Context: an optimization exercise on an open-source flow, tuned for small area and a short achievable clock period. The choices shown serve that exercise and are no tape-out recipe. The RTL was checked by simulation tests, not by an equivalence proof against the original design. Power is estimated from default activity; no workload was simulated.

==> flow/design.v (excerpt) <==
module adc_scan_engine #(
    parameter [3:0] READALL_SCAN_MODE = 4'd3
) (
    input  wire        clk,
    input  wire        rst,           
    input  wire        req_valid,
    input  wire [15:0] req_word,
    output wire        req_ready,
    output wire        bus_cfg,       
    output wire        xfer_req,
    output wire [15:0] xfer_tx,
    input  wire        xfer_ack,
    input  wire [15:0] xfer_rx,
    input  wire [4:0]  slot_addr,
    output wire [15:0] slot_data,
    output wire [15:0] status,
    output wire [15:0] lastcmd
);
export LEC_CHECK = 0
export CAP_MARGIN = 20
export CORE_MARGIN = 2
export CORE_UTILIZATION = 55
export SETUP_SLACK_MARGIN = 3.1
export SLEW_MARGIN = 20
export SYNTH_HIERARCHICAL = 1
export SYNTH_MINIMUM_KEEP_SIZE = 0
create_clock -name core_clock -period 6.0 [get_ports {clk}]
standard.sh (not shown) runs the stock make flow with config.mk's settings and CLKGATE_MAP_FILE= SYNTH_SCRIPT=/design/flow/synth_recipe.tcl, a recipe that flattens the netlist after the stock synthesis.
==> flow/flow/run.sh <==
#!/bin/bash
# Standard layout (standard.sh) with two changes:
#  - the port buffers are the smallest plain buffer; repair_design and
#    repair_timing resize them where needed;
#  - clock tree synthesis with larger sink clusters, clkbuf_8 buffers and no
#    dummy balancing loads.
set -e -o pipefail
export BUFFER_PORTS_ARGS="-buffer_cell sky130_fd_sc_hd__buf_1"
export CTS_ARGS="-sink_clustering_enable -repair_clock_nets -dont_use_dummy_load -buf_list sky130_fd_sc_hd__clkbuf_8 -sink_clustering_size 16 -sink_clustering_max_diameter 60"
bash standard.sh > standard.log 2>&1
Change:
--- a/flow/design.v
+++ b/flow/design.v
@@ -50,16 +50,23 @@
     wire st_steady = (state == ST_STEADY);
     wire busy      = state[0] | state[2];
     wire [1:0] req_op   = req_word[15:14];
     wire       req_rsvd = req_word[13];
     wire [4:0] req_n    = req_word[12:8];
     wire [7:0] req_a    = req_word[7:0];
-    assign req_ready = !req_rsvd &&
-                       ((state == ST_IDLE) ||
-                        (state == ST_UNINIT && req_op == OP_INIT));
-    wire accept = req_valid && req_ready;
+    wire can_start = !req_rsvd &&
+                     ((state == ST_IDLE) ||
+                      (state == ST_UNINIT && req_op == OP_INIT));
+    wire ready_n_rsvd;
+    adc_scan_o31ai u_ready0 (
+        .a1(state != ST_UNINIT), .a2(req_op[1]), .a3(req_op[0]),
+        .b1(state != ST_IDLE),
+        .y (ready_n_rsvd)
+    );
+    adc_scan_nor2b u_ready1 (.a(req_rsvd), .b_n(ready_n_rsvd), .y(req_ready));
+    wire accept = req_valid && can_start;
     assign bus_cfg = st_init && !xreq;
     wire [3:0] a_clamped = req_a[7]           ? 4'd0  :
                            (req_a[6:4] != 0)  ? 4'd15 : req_a[3:0];
     wire [3:0] n_m1       = req_n[3:0] - 4'd1;
     wire [3:0] sweep_chan = (req_n == 5'd0) ? 4'd0  :
                             (req_n > 5'd16) ? 4'd15 : n_m1;
@@ -253,6 +260,22 @@
     input  wire a,
     input  wire b,
     output wire y
 );
     assign y = a ^ b;
 endmodule
+module adc_scan_o31ai (
+    input  wire a1,
+    input  wire a2,
+    input  wire a3,
+    input  wire b1,
+    output wire y
+);
+    assign y = ~((a1 | a2 | a3) & b1);
+endmodule
+module adc_scan_nor2b (
+    input  wire a,
+    input  wire b_n,
+    output wire y
+);
+    assign y = ~(a | ~b_n);
+endmodule
The new run finished with timing, DRC and antenna clean. Die area barely changes. Worst hold slack gets better by 0.019 ns. Register-to-register slack gets better by 0.02 ns. Routed wire length is lower by a little under a tenth. Total power is higher slightly. First-iteration DRC count is lower by a few percent. Worst setup slack gets better by 0.10 ns. Non-clock buffer count is lower by 8. Critical path depth is lower by 7.

========
The RTL this note starts from:
==> flow/design.v <==
module adc_scan_engine #(
    parameter [3:0] READALL_SCAN_MODE = 4'd3
) (
    input  wire        clk,
    input  wire        rst,           
    input  wire        req_valid,
    input  wire [15:0] req_word,
    output wire        req_ready,
    output wire        bus_cfg,       
    output wire        xfer_req,
    output wire [15:0] xfer_tx,
    input  wire        xfer_ack,
    input  wire [15:0] xfer_rx,
    input  wire [4:0]  slot_addr,
    output wire [15:0] slot_data,
    output wire [15:0] status,
    output wire [15:0] lastcmd
);
    localparam [2:0] ST_UNINIT  = 3'd0,
                     ST_INIT    = 3'd1,
                     ST_IDLE    = 3'd2,
                     ST_PRIMING = 3'd3,
                     ST_STEADY  = 3'd4;
    localparam [1:0] OP_INIT  = 2'd0,
                     OP_CHAN  = 2'd1,
                     OP_RANGE = 2'd2,
                     OP_ALL   = 2'd3;
    localparam [1:0] W_IN    = 2'd0,    
                     W_B1    = 2'd1,    
                     W_B2    = 2'd2,    
                     W_DEAD  = 2'd3;    
    reg  [2:0]  state;
    reg         xreq;         
    reg         t_init;       
    reg         t_sweep;      
    reg  [3:0]  t_chan;       
    reg         adv;          
    reg  [3:0]  x;            
    reg  [1:0]  w;            
    reg  [4:0]  idx;          
    reg  [4:0]  len;
    reg         ok;
    reg         hv;           
    reg  [11:0] hold;         
    reg  [2:0]  nrot;         
    reg  [11:0] rd_q;         
    reg  [383:0] ring;
    wire st_init   = (state == ST_INIT);
    wire st_prim   = (state == ST_PRIMING);
    wire st_steady = (state == ST_STEADY);
    wire busy      = state[0] | state[2];
    wire [1:0] req_op   = req_word[15:14];
    wire       req_rsvd = req_word[13];
    wire [4:0] req_n    = req_word[12:8];
    wire [7:0] req_a    = req_word[7:0];
    assign req_ready = !req_rsvd &&
                       ((state == ST_IDLE) ||
                        (state == ST_UNINIT && req_op == OP_INIT));
    wire accept = req_valid && req_ready;
    assign bus_cfg = st_init && !xreq;
    wire [3:0] a_clamped = req_a[7]           ? 4'd0  :
                           (req_a[6:4] != 0)  ? 4'd15 : req_a[3:0];
    wire [3:0] n_m1       = req_n[3:0] - 4'd1;
    wire [3:0] sweep_chan = (req_n == 5'd0) ? 4'd0  :
                            (req_n > 5'd16) ? 4'd15 : n_m1;
    wire [1:0] a_win = (req_a[7:4] == 4'b0000) ? W_IN :
                       (req_a[7:4] == 4'b1111) ? W_B1 :
                       (req_a[7:4] == 4'b1110) ? W_B2 : W_DEAD;
    wire [15:0] word = {t_init, 2'b00, t_sweep, !t_init, t_chan,
                        t_init, 3'b000, !t_init, !t_init, 1'b0};
    assign xfer_req = xreq;
    assign xfer_tx  = word;
    wire [3:0]  rx_tag     = xfer_rx[15:12];
    wire [11:0] rx_payload = xfer_rx[11:0];
    wire        match      = (w == W_IN) && (rx_tag == x);
    wire [11:0] validated  = match ? rx_payload : 12'd0;
    wire xfer_done = xreq && xfer_ack;
    wire [4:0] idx_p1    = idx + 5'd1;
    wire       last_slot = (idx_p1 == len);
    wire [3:0] x_p1 = x + 4'd1;
    wire [2:0] pdist  = idx[2:0] + nrot;
    wire       wr_now = hv && (pdist == 3'd1);
    wire       wr_nxt = hv && (pdist == 3'd2);
    wire       raise  = st_steady && !xreq && (wr_now || wr_nxt) && !last_slot;
    always @(posedge clk) begin
        if (rst) begin
            state <= ST_UNINIT;
            xreq  <= 1'b0;
            hv    <= 1'b0;
        end else begin
            case (state)
                ST_UNINIT, ST_IDLE: begin
                    if (accept) begin
                        state <= (req_op == OP_INIT) ? ST_INIT : ST_PRIMING;
                        xreq  <= (req_op != OP_INIT);
                    end
                end
                ST_INIT: begin
                    if (xfer_done) begin
                        state <= ST_IDLE;
                        xreq  <= 1'b0;
                    end else begin
                        xreq  <= 1'b1;
                    end
                end
                ST_PRIMING: begin
                    if (xfer_done) begin
                        if (len == 5'd0) begin
                            state <= ST_IDLE;
                            xreq  <= 1'b0;
                        end else begin
                            state <= ST_STEADY;
                        end
                    end
                end
                default: begin    
                    if (xfer_done) begin
                        hv   <= 1'b1;
                        xreq <= 1'b0;
                    end else if (raise) begin
                        xreq <= 1'b1;
                    end
                    if (wr_now) begin
                        if (!xfer_done)
                            hv <= 1'b0;
                        if (last_slot)
                            state <= ST_IDLE;
                    end
                end
            endcase
        end
    end
    always @(posedge clk) begin
        if (!busy) begin
            if (accept) begin
                t_init  <= (req_op == OP_INIT);
                t_sweep <= (req_op == OP_ALL);
                t_chan  <= (req_op == OP_INIT) ? 4'd0 :
                           (req_op == OP_ALL)  ? sweep_chan : a_clamped;
                adv     <= (req_op == OP_RANGE);
                x       <= (req_op == OP_ALL) ? 4'd15 : (req_a[3:0] - 4'd1);
                w       <= (req_op == OP_ALL) ? W_IN : a_win;
                idx     <= 5'd0;
                if (req_op != OP_INIT)
                    len <= (req_op == OP_CHAN) ? 5'd1 : req_n;
                if (req_op == OP_ALL)
                    ok  <= 1'b1;
            end
        end else begin
            if (xfer_done && !st_init) begin
                x <= x_p1;
                if (adv && st_prim && len != 5'd0)
                    t_chan <= x_p1 + 4'd1;
                if (st_steady) begin
                    hold <= validated;
                    if (t_sweep)
                        ok <= ok & match;
                    if (x == 4'd15)
                        w <= {w[1] == w[0], w[1] | !w[0]};
                end
            end
            if (adv && raise)
                t_chan <= x_p1;
            if (wr_now)
                idx <= idx_p1;
        end
    end
    always @(posedge clk) begin
        if (rst)
            nrot <= 3'd0;
        else
            nrot <= nrot - 3'd1;
    end
    genvar p;
    generate
        for (p = 0; p < 32; p = p + 1) begin : g_ring
            if (p % 8 == 0) begin : g_entry
                wire wr_here = wr_now && (idx[4:3] == p / 8);
                always @(posedge clk)
                    ring[12*p +: 12] <= wr_here ? hold : ring[12*(p+1) +: 12];
            end else begin : g_plain
                always @(posedge clk)
                    ring[12*p +: 12] <= ring[12*(p - p % 8 + (p % 8 + 1) % 8) +: 12];
            end
        end
    endgenerate
    wire [2:0]  rd_pos = slot_addr[2:0] + nrot;
    wire [31:0] rd_sel;
    wire [11:0] rd_word;
    genvar b, k;
    generate
        for (p = 0; p < 32; p = p + 1) begin : g_sel
            assign rd_sel[p] = (slot_addr[4:3] == p / 8) && (rd_pos == p % 8);
        end
        for (b = 0; b < 12; b = b + 1) begin : g_rd
            wire [10:0] part_n;
            for (k = 0; k < 10; k = k + 1) begin : g_part
                adc_scan_aoi222 u_aoi (
                    .a (ring[12*(3*k) + b]),     .sa(rd_sel[3*k]),
                    .b (ring[12*(3*k+1) + b]),   .sb(rd_sel[3*k+1]),
                    .c (ring[12*(3*k+2) + b]),   .sc(rd_sel[3*k+2]),
                    .y (part_n[k])
                );
            end
            adc_scan_aoi22 u_aoi_last (
                .a (ring[12*30 + b]), .sa(rd_sel[30]),
                .b (ring[12*31 + b]), .sb(rd_sel[31]),
                .y (part_n[10])
            );
            assign rd_word[b] = ~&part_n;
        end
    endgenerate
    always @(posedge clk)
        rd_q <= rd_word;
    assign slot_data = {4'd0, rd_q};
    assign status    = {6'd0, len, ok, busy, state};
    assign lastcmd   = word;
endmodule
module adc_scan_aoi222 (
    input  wire a,
    input  wire sa,
    input  wire b,
    input  wire sb,
    input  wire c,
    input  wire sc,
    output wire y
);
    assign y = ~((a & sa) | (b & sb) | (c & sc));
endmodule
module adc_scan_aoi22 (
    input  wire a,
    input  wire sa,
    input  wire b,
    input  wire sb,
    output wire y
);
    assign y = ~((a & sa) | (b & sb));
endmodule
==> flow/config.mk <==
export PLATFORM = sky130hd
export DESIGN_NAME = adc_scan_engine
export DESIGN_NICKNAME = adc_scan_engine
export VERILOG_FILES = /design/flow/design.v
export SDC_FILE = /design/flow/constraint.sdc
export NUM_CORES = 4
export LEC_CHECK = 0
export CAP_MARGIN = 20
export CORE_MARGIN = 2
export CORE_UTILIZATION = 55
export SETUP_SLACK_MARGIN = 3.2
export SLEW_MARGIN = 20
export SYNTH_HIERARCHICAL = 1
export SYNTH_MINIMUM_KEEP_SIZE = 0
==> flow/constraint.sdc <==
create_clock -name core_clock -period 6.0 [get_ports {clk}]
set_input_delay 1.2000 -clock core_clock [delete_from_list [all_inputs] [get_ports {clk}]]
set_output_delay 1.2000 -clock core_clock [all_outputs]
set_load 0.01 [all_outputs]
Scripts as last shown in full above: flow/flow/run.sh
Edit:
--- a/flow/design.v
+++ b/flow/design.v
@@ -54,8 +54,15 @@
     wire [4:0] req_n    = req_word[12:8];
     wire [7:0] req_a    = req_word[7:0];
-    assign req_ready = !req_rsvd &&
-                       ((state == ST_IDLE) ||
-                        (state == ST_UNINIT && req_op == OP_INIT));
-    wire accept = req_valid && req_ready;
+    wire can_start = !req_rsvd &&
+                     ((state == ST_IDLE) ||
+                      (state == ST_UNINIT && req_op == OP_INIT));
+    adc_scan_ready u_ready (
+        .rsvd     (req_rsvd),
+        .op       (req_op),
+        .st_idle  (state == ST_IDLE),
+        .st_uninit(state == ST_UNINIT),
+        .ready    (req_ready)
+    );
+    wire accept = req_valid && can_start;
     assign bus_cfg = st_init && !xreq;
     wire [3:0] a_clamped = req_a[7]           ? 4'd0  :
@@ -185,5 +192,18 @@
         end
     endgenerate
-    wire [2:0]  rd_pos = slot_addr[2:0] + nrot;
+    wire [2:0] rd_p, rd_pos;
+    wire [2:0] rd_g = slot_addr[2:0] & nrot;
+    wire [2:0] rd_c = {rd_g[1] | (rd_p[1] & rd_g[0]), rd_g[0], 1'b0};
+    genvar i;
+    generate
+        for (i = 0; i < 3; i = i + 1) begin : g_rdp
+            adc_scan_xor2 u_p (.a(slot_addr[i]), .b(nrot[i]), .y(rd_p[i]));
+            if (i == 0) begin : g_s0
+                assign rd_pos[i] = rd_p[i];
+            end else begin : g_s
+                adc_scan_xor2 u_s (.a(rd_p[i]), .b(rd_c[i]), .y(rd_pos[i]));
+            end
+        end
+    endgenerate
     wire [31:0] rd_sel;
     wire [11:0] rd_word;
@@ -237,2 +257,18 @@
     assign y = ~((a & sa) | (b & sb));
 endmodule
+module adc_scan_xor2 (
+    input  wire a,
+    input  wire b,
+    output wire y
+);
+    assign y = a ^ b;
+endmodule
+module adc_scan_ready (
+    input  wire       rsvd,
+    input  wire [1:0] op,
+    input  wire       st_idle,
+    input  wire       st_uninit,
+    output wire       ready
+);
+    assign ready = !rsvd && (st_idle || (st_uninit && op == 2'd0));
+endmodule
- design area goes down by 3.0%
- critical path depth goes down by 6
- global-route usage goes down by 2.1 points
- power goes down by 0.99%
- count of clock-buffer cells in the layout does not change
- register-to-register slack gains 70 ps
- via count goes down by 1.3%
- maximum frequency goes down by 2.9%
- first-iteration DRC count goes up by 19%
- sequential share of layout area goes up by 1.8 points
- core utilization goes down by 1.7 points
- final cell count goes down by 1.0%

==> what the ideal ports hide <==
No port has a modelled driver above. Below, the same layouts with a new extraction and two added sets of constraints.
Step 1, drivers: a clkbuf_16 drives clk and a buf_2 each remaining input, both assumed.
Step 2 also shifts input and output timing later by t, the mid clock arrival at the registers, as if the neighbouring blocks saw the same clock.
a / b / c = ideal ports / drivers / drivers and shift; a / b = the first two.
run	shift t [ns]	slack for setup (ns)	worst setup path after step 2	worst data-port slew with drivers (ns)	pins driven straight from the clock port
the first run of note 1	0.568	2.923 / 2.932 / 2.365	input to register	0.06	1
the second run of note 1	0.567	3.026 / 2.987 / 2.551	input to register	0.05	1
the first run of note 2	0.557	2.919 / 2.926 / 2.369	input to register	0.05	1
the second run of note 2	0.556	2.828 / 2.808 / 2.565	input to register	0.07	1
After both steps setup and hold are still met in every run listed. For the first run of note 1, which loses most, drivers alone change the setup slack by +0.009 ns; drivers and shift together by -0.558 ns.
